This design comes from an exercise in tuning for small area, a short achievable clock period and few clock cycles per item on the open sky130 flow, not from production work.
In this exercise RTL edits were held to simulation tests only and were not proved equivalent to the original.
Power is estimated from default activity; no workload was simulated.

== gamma ==
==> module csc_clamp, before the edit <==
module csc_clamp (
    input  wire [7:0] s,
    input  wire keep,
    input  wire hi,
    output wire [7:0] q
);
    assign q = (s & {8{keep}}) | {8{hi}};
endmodule
==> module csc_chan, before the edit <==
module csc_chan (
    input  wire [7:0] y,
    input  wire [7:0] d,
    input  wire p,
    output wire [7:0] q
);
    wire n1;
    wire n2;
    wire n3;
    wire n4;
    wire n5;
    wire n6;
    wire n7;
    wire n8;
    wire n9;
    wire n10;
    wire n11;
    wire n12;
    wire n13;
    wire n14;
    wire n15;
    wire n16;
    wire keep, hi;
    csc_ha u1 (.a(y[0]), .b(d[0]), .s(n1), .co(n2));
    csc_fa u2 (.a(y[1]), .b(d[1]), .c(n2), .s(n3), .co(n4));
    csc_fa u3 (.a(y[2]), .b(d[2]), .c(n4), .s(n5), .co(n6));
    csc_fa u4 (.a(y[3]), .b(d[3]), .c(n6), .s(n7), .co(n8));
    csc_fa u5 (.a(y[4]), .b(d[4]), .c(n8), .s(n9), .co(n10));
    csc_fa u6 (.a(y[5]), .b(d[5]), .c(n10), .s(n11), .co(n12));
    csc_fa u7 (.a(y[6]), .b(d[6]), .c(n12), .s(n13), .co(n14));
    csc_fa u8 (.a(y[7]), .b(d[7]), .c(n14), .s(n15), .co(n16));
    csc_keephi u9 (.c(n16), .p(p), .keep(keep), .hi(hi));
    csc_clamp u10 (.s({n15, n13, n11, n9, n7, n5, n3, n1}), .keep(keep), .hi(hi), .q(q));
endmodule
==> module yuv420_block_csc, before the edit <==
module yuv420_block_csc (
    input  wire        clk,
    input  wire        rst,         
    input  wire        in_valid,
    output wire        in_ready,
    input  wire [31:0] in_y,        
    input  wire [7:0]  in_u,
    input  wire [7:0]  in_v,
    output wire        out_valid,
    input  wire        out_ready,
    output wire [95:0] out_rgb      
);
    reg        rdy;                 
    reg        a_valid;
    reg [47:0] a_d;                 
    reg        s_valid;
    reg [47:0] s_d;                 
    reg        p_valid;
    reg [31:0] p_y;
    reg [7:0]  p_dr, p_dg, p_db;    
    reg        p_pr, p_pg, p_pb;    
    reg        b_valid;
    reg        b_idle;              
    reg [95:0] b_rgb;
    wire p_x = !p_valid || b_idle;
    wire a_x = !a_valid || p_x;
    wire [7:0] b_en;
    wire [3:0] p_en;
    wire [2:0] a_en;
    genvar k;
    generate
        for (k = 0; k < 8; k = k + 1) begin : g_ben
            csc_en u_en (.a(b_idle), .b(out_ready), .y(b_en[k]));
        end
        for (k = 0; k < 4; k = k + 1) begin : g_pen
            csc_en u_en (.a(p_x), .b(out_ready), .y(p_en[k]));
        end
        for (k = 0; k < 3; k = k + 1) begin : g_aen
            csc_en u_en (.a(a_x), .b(out_ready), .y(a_en[k]));
        end
    endgenerate
    wire b_go = b_idle || out_ready;
    wire p_go = !p_valid || b_go;
    wire a_go = !a_valid || p_go;
    wire acc  = in_valid && rdy;
    assign in_ready  = rdy;
    assign out_valid = b_valid;
    assign out_rgb   = b_rgb;
    wire s_valid_n = s_valid ? !a_go : (acc && !a_go);
    wire [47:0] in_d = {in_v, in_u, in_y};
    wire [47:0] a_nx = s_valid ? s_d : in_d;
    always @(posedge clk) begin
        if (!s_valid)
            s_d <= in_d;
        if (a_en[0]) a_d[15:0]  <= a_nx[15:0];
        if (a_en[1]) a_d[31:16] <= a_nx[31:16];
        if (a_en[2]) a_d[47:32] <= a_nx[47:32];
    end
    always @(posedge clk) begin
        if (rst) begin
            rdy     <= 1'b1;
            s_valid <= 1'b0;
            a_valid <= 1'b0;
            p_valid <= 1'b0;
            b_valid <= 1'b0;
            b_idle  <= 1'b1;
        end else begin
            rdy     <= !s_valid_n;
            s_valid <= s_valid_n;
            if (a_go) a_valid <= s_valid || acc;
            if (p_go) p_valid <= a_valid;
            if (b_go) begin
                b_valid <= p_valid;
                b_idle  <= !p_valid;
            end
        end
    end
    wire [7:0] dr, dg, db;
    wire       pr, pg, pb;
    csc_chroma u_chroma (
        .u(a_d[39:32]), .v(a_d[47:40]),
        .dr(dr), .pr(pr), .dg(dg), .pg(pg), .db(db), .pb(pb)
    );
    always @(posedge clk) begin
        if (p_en[0]) begin
            p_y[15:0] <= a_d[15:0];
        end
        if (p_en[1]) begin
            p_y[31:16] <= a_d[31:16];
        end
        if (p_en[2]) begin
            p_dr <= dr;
            p_pr <= pr;
            p_dg <= dg;
            p_pg <= pg;
        end
        if (p_en[3]) begin
            p_db <= db;
            p_pb <= pb;
        end
    end
    wire [95:0] rgb;
    generate
        for (k = 0; k < 4; k = k + 1) begin : g_pix
            csc_chan u_r (.y(p_y[8*k +: 8]), .d(p_dr), .p(p_pr), .q(rgb[24*k + 16 +: 8]));
            csc_chan u_g (.y(p_y[8*k +: 8]), .d(p_dg), .p(p_pg), .q(rgb[24*k + 8  +: 8]));
            csc_chan u_b (.y(p_y[8*k +: 8]), .d(p_db), .p(p_pb), .q(rgb[24*k      +: 8]));
        end
        for (k = 0; k < 8; k = k + 1) begin : g_b
            always @(posedge clk) begin
                if (b_en[k])
                    b_rgb[12*k +: 12] <= rgb[12*k +: 12];
            end
        end
    endgenerate
endmodule
clock: 22.0 ns
lec_check: 0
cap_margin: 20
core_margin: 2
core_utilization: 65
slew_margin: 20
synth_hierarchical: 1
standard.sh (not shown) runs the stock make flow with config.mk's settings and CLKGATE_MAP_FILE= SYNTH_SCRIPT=/design/flow/synth_recipe.tcl, a recipe that flattens the netlist after the stock synthesis.
==> flow/flow/run.sh <==
#!/bin/bash
# Layout flow: the standard ORFS flow with two changes: the port buffers
# are sky130_fd_sc_hd__buf_1 cells instead of the delay cell buffer_ports picks by
# itself, and clock tree synthesis uses clkbuf_4/clkbuf_8 cells, clusters of up
# to 30 sinks and no dummy loads.
set -euo pipefail
cd "$(dirname "$0")/.."
export BUFFER_PORTS_ARGS="-buffer_cell sky130_fd_sc_hd__buf_1"
export CTS_ARGS="-sink_clustering_enable -repair_clock_nets -dont_use_dummy_load -buf_list {sky130_fd_sc_hd__clkbuf_4 sky130_fd_sc_hd__clkbuf_8} -sink_clustering_size 30"
bash standard.sh > flow_standard.log 2>&1 || { tail -50 flow_standard.log; exit 1; }
tail -5 flow_standard.log
gamma completed; timing, DRC and antenna clean
Testbench counts of gamma, summed over its fixed seeds: cycles 16,024, items 16,000.
Input changes introduced in alpha (baseline for comparison: gamma):
==> flow/design.v, changed modules only <==
module csc_clamp (
    input  wire [7:0] s,
    input  wire keep,
    input  wire hi,
    input  wire en,
    input  wire [7:0] q0,
    output wire [7:0] q
);
    assign q = en ? ((s & {8{keep}}) | {8{hi}}) : q0;
endmodule
module csc_chan (
    input  wire [7:0] y,
    input  wire [7:0] d,
    input  wire p,
    input  wire en,
    input  wire [7:0] q0,
    output wire [7:0] q
);
    wire n1;
    wire n2;
    wire n3;
    wire n4;
    wire n5;
    wire n6;
    wire n7;
    wire n8;
    wire n9;
    wire n10;
    wire n11;
    wire n12;
    wire n13;
    wire n14;
    wire n15;
    wire n16;
    wire keep, hi;
    csc_ha u1 (.a(y[0]), .b(d[0]), .s(n1), .co(n2));
    csc_fa u2 (.a(y[1]), .b(d[1]), .c(n2), .s(n3), .co(n4));
    csc_fa u3 (.a(y[2]), .b(d[2]), .c(n4), .s(n5), .co(n6));
    csc_fa u4 (.a(y[3]), .b(d[3]), .c(n6), .s(n7), .co(n8));
    csc_fa u5 (.a(y[4]), .b(d[4]), .c(n8), .s(n9), .co(n10));
    csc_fa u6 (.a(y[5]), .b(d[5]), .c(n10), .s(n11), .co(n12));
    csc_fa u7 (.a(y[6]), .b(d[6]), .c(n12), .s(n13), .co(n14));
    csc_fa u8 (.a(y[7]), .b(d[7]), .c(n14), .s(n15), .co(n16));
    csc_keephi u9 (.c(n16), .p(p), .keep(keep), .hi(hi));
    csc_clamp u10 (.s({n15, n13, n11, n9, n7, n5, n3, n1}), .keep(keep), .hi(hi), .en(en), .q0(q0), .q(q));
endmodule
module yuv420_block_csc (
    input  wire        clk,
    input  wire        rst,         
    input  wire        in_valid,
    output wire        in_ready,
    input  wire [31:0] in_y,        
    input  wire [7:0]  in_u,
    input  wire [7:0]  in_v,
    output wire        out_valid,
    input  wire        out_ready,
    output wire [95:0] out_rgb      
);
    reg        rdy;                 
    reg        a_valid;
    reg [47:0] a_d;                 
    reg        s_valid;
    reg [47:0] s_d;                 
    reg        p_valid;
    reg [31:0] p_y;
    reg [7:0]  p_dr, p_dg, p_db;    
    reg        p_pr, p_pg, p_pb;    
    reg        b_valid;
    reg        b_idle;              
    reg [95:0] b_rgb;
    wire p_x = !p_valid || b_idle;
    wire a_x = !a_valid || p_x;
    wire [7:0] b_en;
    wire [3:0] p_en;
    wire [2:0] a_en;
    genvar k;
    generate
        for (k = 0; k < 8; k = k + 1) begin : g_ben
            csc_en u_en (.a(b_idle), .b(out_ready), .y(b_en[k]));
        end
        for (k = 0; k < 4; k = k + 1) begin : g_pen
            csc_en u_en (.a(p_x), .b(out_ready), .y(p_en[k]));
        end
        for (k = 0; k < 3; k = k + 1) begin : g_aen
            csc_en u_en (.a(a_x), .b(out_ready), .y(a_en[k]));
        end
    endgenerate
    wire b_go = b_idle || out_ready;
    wire p_go = !p_valid || b_go;
    wire a_go = !a_valid || p_go;
    wire acc  = in_valid && !s_valid;    
    assign in_ready  = rdy;
    assign out_valid = b_valid;
    assign out_rgb   = b_rgb;
    wire s_valid_n = s_valid ? !a_go : (acc && !a_go);
    wire [47:0] in_d = {in_v, in_u, in_y};
    wire [47:0] a_nx = s_valid ? s_d : in_d;
    always @(posedge clk) begin
        if (!s_valid)
            s_d <= in_d;
        if (a_en[0]) a_d[15:0]  <= a_nx[15:0];
        if (a_en[1]) a_d[31:16] <= a_nx[31:16];
        if (a_en[2]) a_d[47:32] <= a_nx[47:32];
    end
    always @(posedge clk) begin
        if (rst) begin
            rdy     <= 1'b1;
            s_valid <= 1'b0;
            a_valid <= 1'b0;
            p_valid <= 1'b0;
            b_valid <= 1'b0;
            b_idle  <= 1'b1;
        end else begin
            rdy     <= !s_valid_n;
            s_valid <= s_valid_n;
            if (a_go) a_valid <= s_valid || acc;
            if (p_go) p_valid <= a_valid;
            if (b_go) begin
                b_valid <= p_valid;
                b_idle  <= !p_valid;
            end
        end
    end
    wire [7:0] dr, dg, db;
    wire       pr, pg, pb;
    csc_chroma u_chroma (
        .u(a_d[39:32]), .v(a_d[47:40]),
        .dr(dr), .pr(pr), .dg(dg), .pg(pg), .db(db), .pb(pb)
    );
    always @(posedge clk) begin
        if (p_en[0]) begin
            p_y[15:0] <= a_d[15:0];
        end
        if (p_en[1]) begin
            p_y[31:16] <= a_d[31:16];
        end
        if (p_en[2]) begin
            p_dr <= dr;
            p_pr <= pr;
            p_dg <= dg;
            p_pg <= pg;
        end
        if (p_en[3]) begin
            p_db <= db;
            p_pb <= pb;
        end
    end
    wire [95:0] rgb;
    generate
        for (k = 0; k < 4; k = k + 1) begin : g_pix
            csc_chan u_r (.y(p_y[8*k +: 8]), .d(p_dr), .p(p_pr), .en(b_en[(3*k + 0) * 2 / 3]), .q0(b_rgb[24*k + 16 +: 8]), .q(rgb[24*k + 16 +: 8]));
            csc_chan u_g (.y(p_y[8*k +: 8]), .d(p_dg), .p(p_pg), .en(b_en[(3*k + 1) * 2 / 3]), .q0(b_rgb[24*k + 8  +: 8]), .q(rgb[24*k + 8  +: 8]));
            csc_chan u_b (.y(p_y[8*k +: 8]), .d(p_db), .p(p_pb), .en(b_en[(3*k + 2) * 2 / 3]), .q0(b_rgb[24*k      +: 8]), .q(rgb[24*k      +: 8]));
        end
    endgenerate
    always @(posedge clk)
        b_rgb <= rgb;
    generate
    endgenerate
endmodule
==> comparison <==
gamma finished end to end and its layout was clean on timing, DRC and antenna. alpha did not stop at any stage, and its layout met the timing, DRC and antenna checks. Taking gamma as the reference, in alpha final area has decreased; largest fanout on the critical path has increased; average instance area after synthesis has decreased; setup slack of the critical path after layout has decreased. [alpha vs gamma] adder-cell area share of the yosys netlist: higher in alpha. Number of filler instances in the final layout of alpha exceeds that of gamma slightly. As far as sequential cell count goes, alpha and gamma are indistinguishable; the numbers are identical. Of the two values seen for largest power group, sequential cells was produced by gamma and combinational logic by alpha.
Testbench counts of alpha, summed over its fixed seeds: cycles 16,024, items 16,000.

-- re-timing with driven ports --
In the flow no input, the clock included, has a driving cell. The finished layouts below were timed again as built, in two steps. Step 1: set_driving_cell puts a clkbuf_16 on clk and a buf_2 on each other input, an assumption about the parent block. Step 2, shift: input delay + t, output delay - t, t = (earliest + latest rising clock arrival at the registers) / 2. This alone moves slack from input paths to output paths. Three values: no drivers, after step 1, after step 2; two values: the first two.
| run | t (ns) | setup slack, ns | worst setup path at the end | worst slew at a driven data input, ns |
|---|---|---|---|---|
| gamma | 0.555 | 16.485 / 16.436 / 16.035 | input to register | 0.06 |
| alpha | 0.553 | 16.005 / 16.015 / 15.462 | input to register | 0.04 |
After both steps setup and hold are still met in every run listed. For alpha, which loses most, drivers alone change the setup slack by +0.010 ns; drivers and shift together by -0.543 ns.
